This design comes from an exercise in tuning for small area, a short achievable clock period and few clock cycles per item on the open sky130 flow, not from production work.
Only simulation tests tie the RTL to the original design; equivalence was not proved.
Power is estimated from default activity; no workload was simulated.

## red
Design tone_divisor_search, start of the top module:
module tone_divisor_search (
    input  wire        clk,
    input  wire        rst,       
    input  wire        start,
    input  wire [31:0] hz,        
    output wire        ready,
    output reg         done,
    output wire [7:0]  div,       
    output wire [15:0] cmp,       
    output wire [33:0] err        
);
For scale: roughly 0.0073 mm² of cells after synthesis.
clock: 10.0 ns
lec_check: 0
cap_margin: 20
core_margin: 2
core_utilization: 40
place_density: 0.6
slew_margin: 20
standard.sh (not shown) runs the stock make flow with config.mk's settings and CLKGATE_MAP_FILE= SYNTH_SCRIPT=/design/flow/synth_recipe.tcl, a recipe that flattens the netlist after the stock synthesis.
==> flow/flow/run.sh <==
#!/bin/bash
# Standard ORFS layout (the standard.sh), with a larger setup-slack
# target for timing repair and buf_2 cells as the port buffers.
set -euo pipefail
export SETUP_SLACK_MARGIN=6.0
export BUFFER_PORTS_ARGS="-buffer_cell sky130_fd_sc_hd__buf_2"
bash standard.sh > standard.log 2>&1
red: PASS, flow complete, no timing, DRC or antenna violations
Testbench counts of red, summed over its fixed seeds: cycles 19,890, items 1,280.
Here is what was changed in the inputs of blue compared with red.
-- flow/flow/run.sh --
<<< red, line 5
export SETUP_SLACK_MARGIN=6.0
>>> blue, line 5
export SETUP_SLACK_MARGIN=5.0
Results
Of red and blue, the higher multi-input logic cell count belongs to red.
Any difference in proportion of cell area occupied by multi-input gates between blue and red is small enough to ignore.
blue: setup slack lower than red
The clock network power of blue is lower than that of red.
Compared to red, blue has clock-buffer cell count 3 higher.
Against red, blue comes in 380 µm² lower on multi-input gate area in the final layout.
Between red and blue, the combinational group share of total power is lower for blue.
Diff red -> blue: met1 track demand over resource dropped 1.5 points; number of global-route vias before repair dropped about 4.7%.
Overall power (higher): red

## JK
Another version of the RTL of tone_divisor_search (not shown whole).
Size in the first run: about 750 cells after synthesis, roughly 92 flip-flops, ~95 I/O pins, ~6700 um^2 of cells after synthesis.
// tone_divisor_search
module tone_divisor_search (
    input  wire        clk,
    input  wire        rst,       
    input  wire        start,
    input  wire [31:0] hz,        
    output wire        ready,
    output reg         done,
    output wire [7:0]  div,       
    output wire [15:0] cmp,       
    output wire [33:0] err        
);
==> flow/config.mk <==
export PLATFORM = sky130hd
export DESIGN_NAME = tone_divisor_search
export DESIGN_NICKNAME = tone_divisor_search
export VERILOG_FILES = /design/flow/design.v
export SDC_FILE = /design/flow/constraint.sdc
export NUM_CORES = 4
export LEC_CHECK = 0
export CAP_MARGIN = 20
export CORE_MARGIN = 2
export CORE_UTILIZATION = 40
export CTS_BUF_LIST = sky130_fd_sc_hd__clkbuf_8
export PLACE_DENSITY = 0.65
export SLEW_MARGIN = 20
export TNS_END_PERCENT = 0
==> flow/constraint.sdc <==
create_clock -name core_clock -period 10.0 [get_ports {clk}]
set_input_delay 2.0000 -clock core_clock [delete_from_list [all_inputs] [get_ports {clk}]]
set_output_delay 2.0000 -clock core_clock [all_outputs]
set_load 0.01 [all_outputs]
==> flow/flow/run.sh <==
#!/bin/bash
# Standard ORFS layout (the standard.sh), with a larger setup-slack
# target for timing repair and buf_2 cells as the port buffers.
set -euo pipefail
export SETUP_SLACK_MARGIN=6.6
export BUFFER_PORTS_ARGS="-buffer_cell sky130_fd_sc_hd__buf_2"
bash standard.sh > standard.log 2>&1
JK: no failed stages, no open violations at the end
Testbench counts of JK, summed over its fixed seeds: cycles 19,890, items 1,280.
For MS, these inputs were changed with respect to JK:
Settings: CTS_BUF_LIST: sky130_fd_sc_hd__clkbuf_8 -> sky130_fd_sc_hd__clkbuf_4 sky130_fd_sc_hd__clkbuf_8; PLACE_DENSITY: 0.65 -> 0.6.
--- a/flow/flow/run.sh
+++ b/flow/flow/run.sh
@@ -4,3 +4,3 @@
 set -euo pipefail
-export SETUP_SLACK_MARGIN=6.6
+export SETUP_SLACK_MARGIN=6.5
 export BUFFER_PORTS_ARGS="-buffer_cell sky130_fd_sc_hd__buf_2"
Notes after the runs:
- MS vs JK — overall power after layout rose about 5.6%.
- MS against JK: final period demand of the worst path shows an increase of 0.12 ns, worst path setup slack after routing shows a reduction of 0.12 ns.
- Diff JK -> MS: relative contribution of sequential cells to total power fell by 2.0 points, number of gates resized after cts fell by 3, final number of max-transition violations stayed essentially flat, multi-input gate share of total cell area fell by 0.90 points.
Inputs modified between MS and AL:
Settings: changing CTS_BUF_LIST from sky130_fd_sc_hd__clkbuf_4 sky130_fd_sc_hd__clkbuf_8 to sky130_fd_sc_hd__clkbuf_8.
--- a/flow/flow/run.sh
+++ b/flow/flow/run.sh
@@ -4,3 +4,3 @@
 set -euo pipefail
-export SETUP_SLACK_MARGIN=6.5
+export SETUP_SLACK_MARGIN=6.7
 export BUFFER_PORTS_ARGS="-buffer_cell sky130_fd_sc_hd__buf_2"
--- outcome ---
AL finished every step from synthesis to the final layout, and the layout passed the timing, design-rule and antenna checks. Of the two candidates, MS has the worse final worst slack and AL the better one. Of the two values seen for critical path start-end classification, in2reg was produced by MS and reg2reg by AL. Relative to MS, post-cts repair resize count increased by 19 in AL. The lower cell count came out of MS. Comparing AL with MS, the multiplexer fraction of the synthesized cell area came out essentially unchanged. When the final numbers for AL and MS were put side by side, the internal power turned out to be greater in MS. The clock skew number comes out lower for MS vs AL. Proportion of final cell area spent on non-clock buffers is higher on AL. Changes observed in AL relative to MS: final-layout worst hold slack went up; total detailed-routing wirelength went up; via count went up. Relative contribution of combinational cells to total power (AL over MS): increase, 4.7 points.
Modified inputs, TR compared to AL
Settings: a change of CORE_UTILIZATION from 40 to 50.
--- a/flow/flow/run.sh
+++ b/flow/flow/run.sh
@@ -4,3 +4,3 @@
 set -euo pipefail
-export SETUP_SLACK_MARGIN=6.7
+export SETUP_SLACK_MARGIN=6.6
 export BUFFER_PORTS_ARGS="-buffer_cell sky130_fd_sc_hd__buf_2"
Findings:
- The buffer share of cell area on AL is in line with that on TR.
- Number of non-clock inverters in the layout: TR < AL
- When TR is set beside AL, its arrival time at the worst endpoint turns out to be 0.05 ns larger.
- Taking AL as the reference point, the routability-driven placement congestion ratio of TR rises by about 1.5%.
- Looking at switching part of the total, TR sits 0.98 points lower than AL does.
- The via count of the routed design of TR was inferior to that of AL.
- Clock network power share (higher): TR
- In TR, the worst hold slack came out 0.021 ns above the value in AL.
- Least setup slack across all paths after layout was lower in TR than in AL.
- TR vs. AL: width of the die decreased 10%, synthesis-to-layout area growth decreased 3.2 points.
Edits applied to the flow inputs when going from TR to PW:
Settings: changing CORE_UTILIZATION from 50 to 40; removing CTS_BUF_LIST (formerly sky130_fd_sc_hd__clkbuf_8).
--- a/flow/flow/run.sh
+++ b/flow/flow/run.sh
@@ -4,3 +4,3 @@
 set -euo pipefail
-export SETUP_SLACK_MARGIN=6.6
+export SETUP_SLACK_MARGIN=6.5
 export BUFFER_PORTS_ARGS="-buffer_cell sky130_fd_sc_hd__buf_2"
Findings:
- PW: done, clean on timing, DRC and antenna
- Delta (PW minus TR): initial core utilization now smaller, post-DP HPWL moved up.
- For register-to-register slack, PW and TR come out practically identical.
- Row via count of the first global-routing pass: PW lower / TR higher
- Higher worst-case hold slack was reported by TR, not PW.
- On maximum cell stage delay along the critical path, PW tracks TR almost exactly.
- PW against TR; cell count is up by a few percent.
- Taking TR as the reference point, the power per cell area of PW rises by 5.6%.

==> what the ideal ports hide <==
In the flow no input, the clock included, has a driving cell. The finished layouts below were timed again as built, in two steps. Step 1 sets driving cells, clkbuf_16 on the clock port and buf_2 on the other inputs (assumed; they add their load-dependent delay and slew). Step 2 moves the port delays by t, midway between the first and last clock arrival at a register: inputs arrive t later, outputs are due t later. That takes back most of the time a late clock gives input paths. Three values: ideal ports, drivers, drivers and shift; two values: the first two.
run | t (ns) | slack for setup (ns) | hold slack, ns | latest minus earliest clock arrival (ns) | worst data-port slew with drivers (ns)
red | 0.404 | 6.090 / 6.090 / 5.856 | 0.465 / 0.465 / 0.465 | 0.008 / 0.008 | 0.03
blue | 0.403 | 5.414 / 5.414 / 5.414 | 0.471 / 0.471 / 0.471 | 0.007 / 0.007 | 0.03
JK | 0.413 | 6.587 / 6.600 / 6.187 | 0.524 / 0.524 / 0.524 | 0.013 / 0.012 | 0.07
MS | 0.421 | 6.462 / 6.481 / 6.060 | 0.528 / 0.528 / 0.528 | 0.015 / 0.015 | 0.03
AL | 0.424 | 6.641 / 6.641 / 6.287 | 0.532 / 0.532 / 0.532 | 0.020 / 0.019 | 0.04
TR | 0.420 | 6.550 / 6.550 / 6.164 | 0.553 / 0.553 / 0.553 | 0.014 / 0.014 | 0.03
PW | 0.397 | 6.473 / 6.490 / 6.093 | 0.525 / 0.525 / 0.525 | 0.010 / 0.010 | 0.03
After both steps every run listed still meets setup and hold. For MS, which loses most, drivers alone change the setup slack by +0.019 ns; drivers and shift together by -0.402 ns.
